This design comes from an exercise in tuning for small area, a short achievable clock period and few clock cycles on the open sky130 flow, not from production work. Power and IR drop assume default switching activity.

==> run Y <==
==> flow/design.v (excerpt) <==
module chillhub_rx (
    input  wire        clk,
    input  wire        rst,
    input  wire        in_valid,
    output wire        in_ready,
    input  wire [1:0]  in_op,       
    input  wire [7:0]  in_data,     
    input  wire [1:0]  in_class,    
    input  wire [15:0] in_cb,       
    output reg         ev_valid,
    output reg  [1:0]  ev_type,     
    output reg  [15:0] ev_cb,
    output wire [1:0]  ev_class,
    output wire [7:0]  ev_symbol,
    output wire [2:0]  ev_kind,
    output wire [7:0]  ev_len,
    output reg  [7:0]  ev_data,
    output reg  [2:0]  ev_code
);
Settings: LEC_CHECK=0, CAP_MARGIN=20, CORE_MARGIN=2, CORE_UTILIZATION=40, PLACE_DENSITY=0.6, SETUP_SLACK_MARGIN=2.4, SLEW_MARGIN=20; clock period 5.0 ns.
run.sh (not shown) runs the stock make flow with config.mk's settings and CLKGATE_MAP_FILE= SYNTH_SCRIPT=/design/flow/synth_recipe.tcl, a recipe that flattens the netlist after the stock synthesis.
==> run A: changes against run Y <==
SETUP_SLACK_MARGIN = 2.7   (was 2.4)
==> impl_metrics.csv <==
group,metric,value,unit
route,first_pass_iters,7,
route,drt-met1-wl,46.8,mm
cells_and_area,fillers,7026,
sta,max_freq,343,MHz
global_route,antenna_found_initial,3,
status,status,"finished clean",
critical_path,crit_required,5570,ps
global_route,grt_use_total,0.264,
critical_path,r2r_start,"rd[0]",
cells_and_area,nNetsFinal,2795,
sta,finalClockSkew,60.1,ps
cells_and_area,layout.cells.non_filler,3962,
route,dr_wl_met2,55.8,mm
That was run A.
==> impl_metrics.csv <==
group,metric,value,unit
status,status,"finished clean",
cells_and_area,nFlopsAndLatches,884,
cells_and_area,fillers,7182,
route,first_pass_iters,9,
synth,synth-adder-area-share,0.00946,
route,avgViaCountPerCell,6.08,
route,dr_wl_met2,53.2,mm
global_route,antenna_found_initial,4,
critical_path,worstRegToRegCells,11,
critical_path,crit_required,5550,ps
cells_and_area,register_area,0.0261,mm^2
cells_and_area,nNetsFinal,2707,
sta,max_freq,340,MHz
critical_path,r2r_start,"rd[1]",
That was run Y.
No run of this note included a check of the RTL's function; only the layout flow was run.


==> inputs of tundra <==
==> flow/design.v <==
module chillhub_rx (
    input  wire        clk,
    input  wire        rst,
    input  wire        in_valid,
    output wire        in_ready,
    input  wire [1:0]  in_op,       
    input  wire [7:0]  in_data,     
    input  wire [1:0]  in_class,    
    input  wire [15:0] in_cb,       
    output reg         ev_valid,
    output reg  [1:0]  ev_type,     
    output reg  [15:0] ev_cb,
    output wire [1:0]  ev_class,
    output wire [7:0]  ev_symbol,
    output wire [2:0]  ev_kind,
    output wire [7:0]  ev_len,
    output reg  [7:0]  ev_data,
    output reg  [2:0]  ev_code
);
    localparam SLOTS  = 10;
    localparam [7:0] STX = 8'hFF;
    localparam [7:0] ESC = 8'hFE;
    localparam [1:0] C_FRIDGE = 2'd0, C_ALARM = 2'd1, C_TIME = 2'd2, C_CLOUD = 2'd3;
    localparam [2:0] K_U8 = 3'd0, K_BOOL = 3'd1, K_U16 = 3'd2, K_U32 = 3'd3,
                     K_STRING = 3'd4, K_TIME4 = 3'd5;
    localparam [2:0] DG_CHECKSUM = 3'd2, DG_UNKNOWN = 3'd3, DG_FULL = 3'd4;
    localparam [1:0] OP_BYTE = 2'd0, OP_REG = 2'd1, OP_REMOVE = 2'd2;
    localparam [1:0] S_STX = 2'd0, S_LEN = 2'd1, S_PKT = 2'd2;
    integer i;
    reg        q_v;
    reg [1:0]  q_op;
    reg [7:0]  q_d;
    reg [1:0]  q_c;
    reg [15:0] q_cb;
    reg [1:0]  rx;
    reg        esc;
    reg [5:0]  k;             
    reg [5:0]  rem;           
    reg [13:0] sum;           
    reg        hi_ok;         
    reg [7:0]  pbuf [3:61];   
    reg        m_alarm;       
    reg        m_time;        
    reg [1:0]  m_cls;
    reg [7:0]  m_sym;
    reg [2:0]  m_kind;
    reg        m_dt_bad;      
    reg [2:0]  m_need;        
    reg [5:0]  rd;
    reg [5:0]  left;
    reg        busy;          
    reg              slot_used [0:SLOTS-1];
    reg [7:0]        slot_sym  [0:SLOTS-1];
    reg [1:0]        slot_cls  [0:SLOTS-1];
    reg [15:0]       slot_cb   [0:SLOTS-1];
    reg [SLOTS-1:0]  mhit;        
    reg              tbl_chg;     
    reg full;
    always @(*) begin
        full = 1'b1;
        for (i = 0; i < SLOTS; i = i + 1)
            full = full & slot_used[i];
    end
    wire fin_state = (rx == S_PKT) && (rem == 6'd0);
    wire stall = ((q_op == OP_BYTE) && fin_state && (busy || tbl_chg)) ||
                 ((q_op == OP_REG) && full && busy);
    wire go = q_v && !stall;
    assign in_ready = !q_v || !stall;
    always @(posedge clk) begin
        if (rst)
            q_v <= 1'b0;
        else if (in_ready)
            q_v <= in_valid;
        if (in_ready) begin
            q_op <= in_op;
            q_d  <= in_data;
            q_c  <= in_class;
            q_cb <= in_cb;
        end
    end
    reg [SLOTS-1:0] hit;          
    reg [SLOTS-1:0] mhit_n;       
    reg [SLOTS-1:0] first_free;
    reg             any_hit;
    reg             seen_free;
    reg             any_mhit;
    reg [15:0]      hit_cb;
    always @(*) begin
        any_hit   = 1'b0;
        any_mhit  = 1'b0;
        seen_free = 1'b0;
        hit_cb    = 16'd0;
        for (i = 0; i < SLOTS; i = i + 1) begin
            hit[i]        = slot_used[i] && slot_sym[i] == q_d && slot_cls[i] == q_c;
            mhit_n[i]     = slot_used[i] && slot_sym[i] == m_sym && slot_cls[i] == m_cls;
            any_hit       = any_hit | hit[i];
            any_mhit      = any_mhit | mhit[i];
            hit_cb        = hit_cb | (slot_cb[i] & {16{mhit[i]}});
            first_free[i] = !slot_used[i] && !seen_free;
            seen_free     = seen_free | !slot_used[i];
        end
    end
    wire is_byte  = go && q_op == OP_BYTE;
    wire is_reg   = go && q_op == OP_REG;
    wire is_rem   = go && q_op == OP_REMOVE;
    wire is_esc   = (q_d == ESC) && !esc;
    wire lit      = is_byte && rx != S_STX && !is_esc;
    wire pkt_lit  = lit && rx == S_PKT;
    wire pay_lit  = pkt_lit && rem[5:1] != 5'd0;
    wire fin_lit  = pkt_lit && rem == 6'd0;
    wire [5:0] n = k - 6'd4;
    wire cs_ok = hi_ok && (q_d == sum[7:0]);
    reg       d_drop;
    reg [5:0] d_len;
    always @(*) begin
        d_len  = {3'd0, m_need};
        if (k < 6'd4)
            d_drop = 1'b1;
        else if (m_alarm)
            d_drop = k < 6'd9;
        else if (m_time)
            d_drop = k < 6'd8;
        else if (m_kind == K_STRING) begin
            d_drop = 1'b0;
            d_len  = n;
        end else
            d_drop = m_dt_bad || (n < {3'd0, m_need});
    end
    wire dispatch = fin_lit && cs_ok && !d_drop && any_mhit;
    reg [5:0] hdr_len;
    assign ev_class  = m_cls;
    assign ev_symbol = m_sym;
    assign ev_kind   = m_kind;
    assign ev_len    = {2'b00, hdr_len};
    always @(posedge clk) begin
        ev_cb   <= hit_cb;
        hdr_len <= d_len;
        ev_data <= pbuf[rd];
        ev_type <= busy ? 2'd1 : dispatch ? 2'd0 : 2'd2;
        ev_code <= !fin_lit ? DG_FULL : cs_ok ? DG_UNKNOWN : DG_CHECKSUM;
        mhit    <= mhit_n;
        tbl_chg <= is_reg || is_rem;
    end
    always @(posedge clk) begin
        if (rst) begin
            rx       <= S_STX;
            esc      <= 1'b0;
            ev_valid <= 1'b0;
            busy     <= 1'b0;
            for (i = 0; i < SLOTS; i = i + 1)
                slot_used[i] <= 1'b0;
        end else begin
            ev_valid <= busy || (is_reg && full && !any_hit) ||
                        (fin_lit && !(cs_ok && !d_drop && !any_mhit));
            if (busy) begin
                rd   <= rd + 6'd1;
                left <= left - 6'd1;
                busy <= (left != 6'd1);
            end
            for (i = 0; i < SLOTS; i = i + 1) begin
                if (is_reg && first_free[i]) begin
                    slot_sym[i] <= q_d;
                    slot_cls[i] <= q_c;
                    if (!any_hit)
                        slot_used[i] <= 1'b1;
                end
                if (is_reg && (hit[i] || first_free[i]))
                    slot_cb[i] <= q_cb;
                if (is_rem && hit[i])
                    slot_used[i] <= 1'b0;
                if (dispatch && m_time && mhit[i])
                    slot_used[i] <= 1'b0;
            end
            if (is_byte) begin
                if (rx == S_STX) begin
                    if (q_d == STX) begin
                        rx  <= S_LEN;
                        esc <= 1'b0;
                    end
                end else if (is_esc) begin
                    esc <= 1'b1;
                end else begin
                    esc <= 1'b0;
                end
            end
            if (lit && rx == S_LEN) begin
                k    <= 6'd0;
                rem  <= q_d[5:0] + 6'd1;
                sum  <= 14'd42;
                if (q_d > 8'd62)
                    rx <= S_STX;
                else
                    rx <= S_PKT;
            end
            if (pkt_lit) begin
                k   <= k + 6'd1;
                rem <= rem - 6'd1;
                if (rem == 6'd1)
                    hi_ok <= (q_d == {2'b00, sum[13:8]});
            end
            if (pay_lit) begin
                sum <= sum + {6'd0, q_d};
                if (k == 6'd1) begin
                    m_alarm <= (q_d == 8'h05);
                    m_time  <= (q_d == 8'h07);
                    m_cls   <= (q_d == 8'h05) ? C_ALARM :
                               (q_d == 8'h07) ? C_TIME  :
                               (q_d <= 8'h4F) ? C_FRIDGE : C_CLOUD;
                    m_sym   <= (q_d == 8'h07) ? 8'h00 : q_d;
                end
                if (k == 6'd2) begin
                    m_dt_bad <= 1'b0;
                    case (q_d)
                        8'h03:   begin m_kind <= K_U8;     m_need <= 3'd1; end
                        8'h09:   begin m_kind <= K_BOOL;   m_need <= 3'd1; end
                        8'h05:   begin m_kind <= K_U16;    m_need <= 3'd2; end
                        8'h07:   begin m_kind <= K_U32;    m_need <= 3'd4; end
                        8'h02:   begin m_kind <= K_STRING; m_need <= 3'd0; end
                        default: begin m_kind <= K_U8;     m_need <= 3'd1; m_dt_bad <= 1'b1; end
                    endcase
                    if (m_alarm || m_time) begin
                        m_kind <= K_TIME4;
                        m_need <= 3'd4;
                    end
                end
                if (k == 6'd3 && m_alarm)
                    m_sym <= q_d;
                if (k >= 6'd3)
                    pbuf[k] <= q_d;
            end
            if (fin_lit) begin
                rx <= S_STX;
                if (dispatch) begin
                    left <= d_len;
                    busy <= (d_len != 6'd0);
                    rd   <= m_alarm ? 6'd4 : 6'd3;
                end
            end
        end
    end
endmodule
==> flow/run.sh <==
#!/bin/bash
# synth_recipe.tcl (not shown) runs the flow's synth.tcl, then flattens the netlist and writes it again
# the make line also repeats each setting of config.mk as NAME=value (left out here)
make -C /OpenROAD-flow-scripts/flow DESIGN_CONFIG=/design/flow/config.mk WORK_HOME=/design/flow/orfs CLKGATE_MAP_FILE= SYNTH_SCRIPT=/design/flow/synth_recipe.tcl finish
==> flow/config.mk <==
export PLATFORM = sky130hd
export DESIGN_NAME = chillhub_rx
export DESIGN_NICKNAME = chillhub_rx
export VERILOG_FILES = /design/flow/design.v
export SDC_FILE = /design/flow/constraint.sdc
export NUM_CORES = 4
export LEC_CHECK = 0
export CAP_MARGIN = 20
export CORE_MARGIN = 2
export CORE_UTILIZATION = 40
export PLACE_DENSITY = 0.6
export SETUP_SLACK_MARGIN = 2.3
export SLEW_MARGIN = 20
==> flow/constraint.sdc <==
create_clock -name core_clock -period 5.0 [get_ports {clk}]
set_input_delay 1.0000 -clock core_clock [delete_from_list [all_inputs] [get_ports {clk}]]
set_output_delay 1.0000 -clock core_clock [all_outputs]
set_load 0.01 [all_outputs]
==> sierra: changes against tundra <==
==> flow/design.v (replaced) <==
module chillhub_rx (
    input  wire        clk,
    input  wire        rst,
    input  wire        in_valid,
    output wire        in_ready,
    input  wire [1:0]  in_op,       
    input  wire [7:0]  in_data,     
    input  wire [1:0]  in_class,    
    input  wire [15:0] in_cb,       
    output reg         ev_valid,
    output reg  [1:0]  ev_type,     
    output reg  [15:0] ev_cb,
    output reg  [1:0]  ev_class,
    output reg  [7:0]  ev_symbol,
    output reg  [2:0]  ev_kind,
    output reg  [7:0]  ev_len,
    output reg  [7:0]  ev_data,
    output reg  [2:0]  ev_code
);
    localparam SLOTS  = 10;
    localparam [7:0] STX = 8'hFF;
    localparam [7:0] ESC = 8'hFE;
    localparam [1:0] C_FRIDGE = 2'd0, C_ALARM = 2'd1, C_TIME = 2'd2, C_CLOUD = 2'd3;
    localparam [2:0] K_U8 = 3'd0, K_BOOL = 3'd1, K_U16 = 3'd2, K_U32 = 3'd3,
                     K_STRING = 3'd4, K_TIME4 = 3'd5;
    localparam [2:0] DG_CHECKSUM = 3'd2, DG_UNKNOWN = 3'd3, DG_FULL = 3'd4;
    localparam [1:0] OP_BYTE = 2'd0, OP_REG = 2'd1, OP_REMOVE = 2'd2;
    localparam [1:0] S_STX = 2'd0, S_LEN = 2'd1, S_PKT = 2'd2;
    integer i;
    reg        q_v;
    reg [1:0]  q_op;
    reg [7:0]  q_d;
    reg [1:0]  q_c;
    reg [15:0] q_cb;
    reg [1:0]  rx;
    reg        esc;
    reg [5:0]  plen;          
    reg [5:0]  k;             
    reg [13:0] sum;           
    reg        hi_ok;         
    reg [7:0]  pbuf [3:61];   
    reg        m_alarm;       
    reg        m_time;        
    reg [1:0]  m_cls;
    reg [7:0]  m_sym;
    reg [2:0]  m_kind;
    reg        m_dt_bad;      
    reg [2:0]  m_need;        
    reg [5:0]  rd;
    reg [5:0]  left;
    wire busy = (left != 6'd0);
    reg              slot_used [0:SLOTS-1];
    reg [7:0]        slot_sym  [0:SLOTS-1];
    reg [1:0]        slot_cls  [0:SLOTS-1];
    reg [15:0]       slot_cb   [0:SLOTS-1];
    reg full;
    always @(*) begin
        full = 1'b1;
        for (i = 0; i < SLOTS; i = i + 1)
            full = full & slot_used[i];
    end
    wire fin_state = (rx == S_PKT) && (k == plen + 6'd1);
    wire stall = busy && ((q_op == OP_BYTE && fin_state) || (q_op == OP_REG && full));
    wire go = q_v && !stall;
    assign in_ready = !q_v || !stall;
    always @(posedge clk) begin
        if (rst)
            q_v <= 1'b0;
        else if (in_ready)
            q_v <= in_valid;
        if (in_ready) begin
            q_op <= in_op;
            q_d  <= in_data;
            q_c  <= in_class;
            q_cb <= in_cb;
        end
    end
    wire [7:0] key_sym = (q_op == OP_BYTE) ? m_sym : q_d;
    wire [1:0] key_cls = (q_op == OP_BYTE) ? m_cls : q_c;
    reg [SLOTS-1:0] hit;
    reg [SLOTS-1:0] first_free;
    reg             any_hit;
    reg             seen_free;
    reg [15:0]      hit_cb;
    always @(*) begin
        any_hit   = 1'b0;
        seen_free = 1'b0;
        hit_cb    = 16'd0;
        for (i = 0; i < SLOTS; i = i + 1) begin
            hit[i]        = slot_used[i] && slot_sym[i] == key_sym && slot_cls[i] == key_cls;
            any_hit       = any_hit | hit[i];
            hit_cb        = hit_cb | (slot_cb[i] & {16{hit[i]}});
            first_free[i] = !slot_used[i] && !seen_free;
            seen_free     = seen_free | !slot_used[i];
        end
    end
    wire is_byte  = go && q_op == OP_BYTE;
    wire is_esc   = (q_d == ESC) && !esc;
    wire lit      = is_byte && rx != S_STX && !is_esc;
    wire in_pay   = (k < plen);
    wire pay_lit  = lit && rx == S_PKT && in_pay;
    wire fin_lit  = lit && fin_state;
    wire [5:0] n = plen - 6'd3;
    wire cs_ok = hi_ok && (q_d == sum[7:0]);
    reg       d_drop;
    reg [5:0] d_len;
    always @(*) begin
        d_len  = {3'd0, m_need};
        if (plen < 6'd3)
            d_drop = 1'b1;
        else if (m_alarm)
            d_drop = plen < 6'd8;
        else if (m_time)
            d_drop = plen < 6'd7;
        else if (m_kind == K_STRING) begin
            d_drop = 1'b0;
            d_len  = n;
        end else
            d_drop = m_dt_bad || (n < {3'd0, m_need});
    end
    always @(posedge clk) begin
        if (rst) begin
            rx       <= S_STX;
            esc      <= 1'b0;
            ev_valid <= 1'b0;
            left     <= 6'd0;
            for (i = 0; i < SLOTS; i = i + 1)
                slot_used[i] <= 1'b0;
        end else begin
            ev_valid <= 1'b0;
            if (busy) begin
                ev_valid <= 1'b1;
                ev_type  <= 2'd1;
                ev_data  <= pbuf[rd];
                rd       <= rd + 6'd1;
                left     <= left - 6'd1;
            end
            if (go && q_op == OP_REG) begin
                if (any_hit) begin
                    for (i = 0; i < SLOTS; i = i + 1)
                        if (hit[i]) slot_cb[i] <= q_cb;
                end else if (!full) begin
                    for (i = 0; i < SLOTS; i = i + 1)
                        if (first_free[i]) begin
                            slot_used[i] <= 1'b1;
                            slot_sym[i]  <= q_d;
                            slot_cls[i]  <= q_c;
                            slot_cb[i]   <= q_cb;
                        end
                end else begin
                    ev_valid <= 1'b1;
                    ev_type  <= 2'd2;
                    ev_code  <= DG_FULL;
                end
            end
            if (go && q_op == OP_REMOVE) begin
                for (i = 0; i < SLOTS; i = i + 1)
                    if (hit[i]) slot_used[i] <= 1'b0;
            end
            if (is_byte) begin
                if (rx == S_STX) begin
                    if (q_d == STX) begin
                        rx  <= S_LEN;
                        esc <= 1'b0;
                    end
                end else if (is_esc) begin
                    esc <= 1'b1;
                end else begin
                    esc <= 1'b0;
                end
            end
            if (lit && rx == S_LEN) begin
                plen <= q_d[5:0];
                k    <= 6'd0;
                sum  <= 14'd42;
                if (q_d > 8'd62)
                    rx <= S_STX;
                else
                    rx <= S_PKT;
            end
            if (lit && rx == S_PKT) begin
                k <= k + 6'd1;
                if (in_pay)
                    sum <= sum + {6'd0, q_d};
                if (k == plen)
                    hi_ok <= (q_d == {2'b00, sum[13:8]});
            end
            if (pay_lit) begin
                if (k == 6'd1) begin
                    m_alarm <= (q_d == 8'h05);
                    m_time  <= (q_d == 8'h07);
                    m_cls   <= (q_d == 8'h05) ? C_ALARM :
                               (q_d == 8'h07) ? C_TIME  :
                               (q_d <= 8'h4F) ? C_FRIDGE : C_CLOUD;
                    m_sym   <= (q_d == 8'h07) ? 8'h00 : q_d;
                end
                if (k == 6'd2) begin
                    m_dt_bad <= 1'b0;
                    case (q_d)
                        8'h03:   begin m_kind <= K_U8;     m_need <= 3'd1; end
                        8'h09:   begin m_kind <= K_BOOL;   m_need <= 3'd1; end
                        8'h05:   begin m_kind <= K_U16;    m_need <= 3'd2; end
                        8'h07:   begin m_kind <= K_U32;    m_need <= 3'd4; end
                        8'h02:   begin m_kind <= K_STRING; m_need <= 3'd0; end
                        default: begin m_kind <= K_U8;     m_need <= 3'd1; m_dt_bad <= 1'b1; end
                    endcase
                    if (m_alarm || m_time) begin
                        m_kind <= K_TIME4;
                        m_need <= 3'd4;
                    end
                end
                if (k == 6'd3 && m_alarm)
                    m_sym <= q_d;
                if (k >= 6'd3)
                    pbuf[k] <= q_d;
            end
            if (fin_lit) begin
                rx <= S_STX;
                if (!cs_ok) begin
                    ev_valid <= 1'b1;
                    ev_type  <= 2'd2;
                    ev_code  <= DG_CHECKSUM;
                end else if (d_drop) begin
                    ev_valid <= 1'b1;
                    ev_type  <= 2'd2;
                    ev_code  <= DG_UNKNOWN;
                end else if (any_hit) begin
                    ev_valid  <= 1'b1;
                    ev_type   <= 2'd0;
                    ev_cb     <= hit_cb;
                    ev_class  <= m_cls;
                    ev_symbol <= m_sym;
                    ev_kind   <= m_kind;
                    ev_len    <= {2'b00, d_len};
                    left      <= d_len;
                    rd        <= m_alarm ? 6'd4 : 6'd3;
                    if (m_time)
                        for (i = 0; i < SLOTS; i = i + 1)
                            if (hit[i]) slot_used[i] <= 1'b0;
                end
            end
        end
    end
endmodule
SETUP_SLACK_MARGIN = default   (was 2.3)
==> comparison <==
- Of tundra and sierra, sierra has the higher sequential cell count (gap 1).
- Of sierra and tundra, tundra has the higher global-route usage (gap 0.30 points).
- Die area: sierra is larger than tundra (1.9%).
- The combinational power of sierra is 4.4 times that of tundra.
- Of sierra and tundra, sierra has the higher synthesized cell count (gap about 4.5%, measured against tundra).
- Against tundra, the wire length of sierra is smaller by about 2%.
- Of sierra and tundra, sierra has the higher sequential share of layout area (gap 4.1 points).
- Sequential power: sierra is higher than tundra (about 4%).
- sierra went through all stages and came out clean. tundra finished clean.
- In tundra the first-iteration DRC count is lower than in sierra, by about 17%.
- Of tundra and sierra, tundra has the higher design area (gap 5.3%, measured against sierra).
==> figures <==
                                                                       tundra          sierra
Status                                                timing/DRC/antenna clean  timing/DRC/antenna clean
Fraction of final layout cells with drive strength greater than 1       28.17%          18.34%
# clk buffers                                                              122             109
Fillers                                                                   7192            7715
Final weighted congestion of routability-driven global placement        0.8465          0.8880
Number of global-route vias before repair                                20320           20860
Reg2Reg Capture Point                                              pbuf[33][2]  slot_cb[4][10]
Total core area                                                      89740 µm²       91390 µm²
Logic pwr share                                                           4.6%           17.5%
Met2 layer usage reported by global route                               34.26%          33.10%
Seq. pwr                                                               8.10 mW         8.44 mW
Post-synthesis adder-cell area fraction                                0.9571%         0.8031%
Sum of met3 wire segment lengths after detailed routing                6568 µm         5942 µm
Num CTS Buffers                                                             91              93
Net count, final                                                          2387            2393
Clock network area share                                                6.910%          7.099%
Chip Height                                                           304.3 µm        307.2 µm
DP HPWL                                                               55110 µm        62270 µm
Count of placed standard cells including taps                             3256            3430
Power consumption                                                     15.81 mW        18.48 mW
Latest clock arrival within the worst-skew pair                        0.66 ns         0.67 ns
Critical path data arrival time                                        2.15 ns         3.73 ns
No run of this note included a check of the RTL's function; only the layout flow was run.

## re-timing with driven ports
Ports are ideal in the flow. The routed layouts listed here were re-timed in OpenROAD.
Step 1: set_driving_cell puts a clkbuf_16 on clk and a buf_2 on each other input, an assumption about the parent block.
Step 2 adds t to the input delays and takes it off the output delays; t is the mean of the earliest and latest rising clock arrival at the registers after step 1. Input paths then give back, and output paths get back, about the clock's delay inside the block.
Three values: no drivers, after step 1, after step 2; two values: the first two.
run	t (ns)	slack for setup (ns)	worst register clock-pin slew, ns	cell pins on the clock port's net
run Y	0.691	2.056 / 2.056 / 1.797	0.07 / 0.07	1
run A	0.724	2.084 / 2.084 / 1.615	0.07 / 0.07	1
tundra	0.710	1.846 / 1.780 / 1.876	0.07 / 0.07	1
sierra	0.712	0.270 / 0.205 / 0.407	0.06 / 0.06	1
After both steps setup and hold are still met in every run listed. For run A, which loses most, drivers alone change the setup slack by 0.000 ns; drivers and shift together by -0.469 ns.
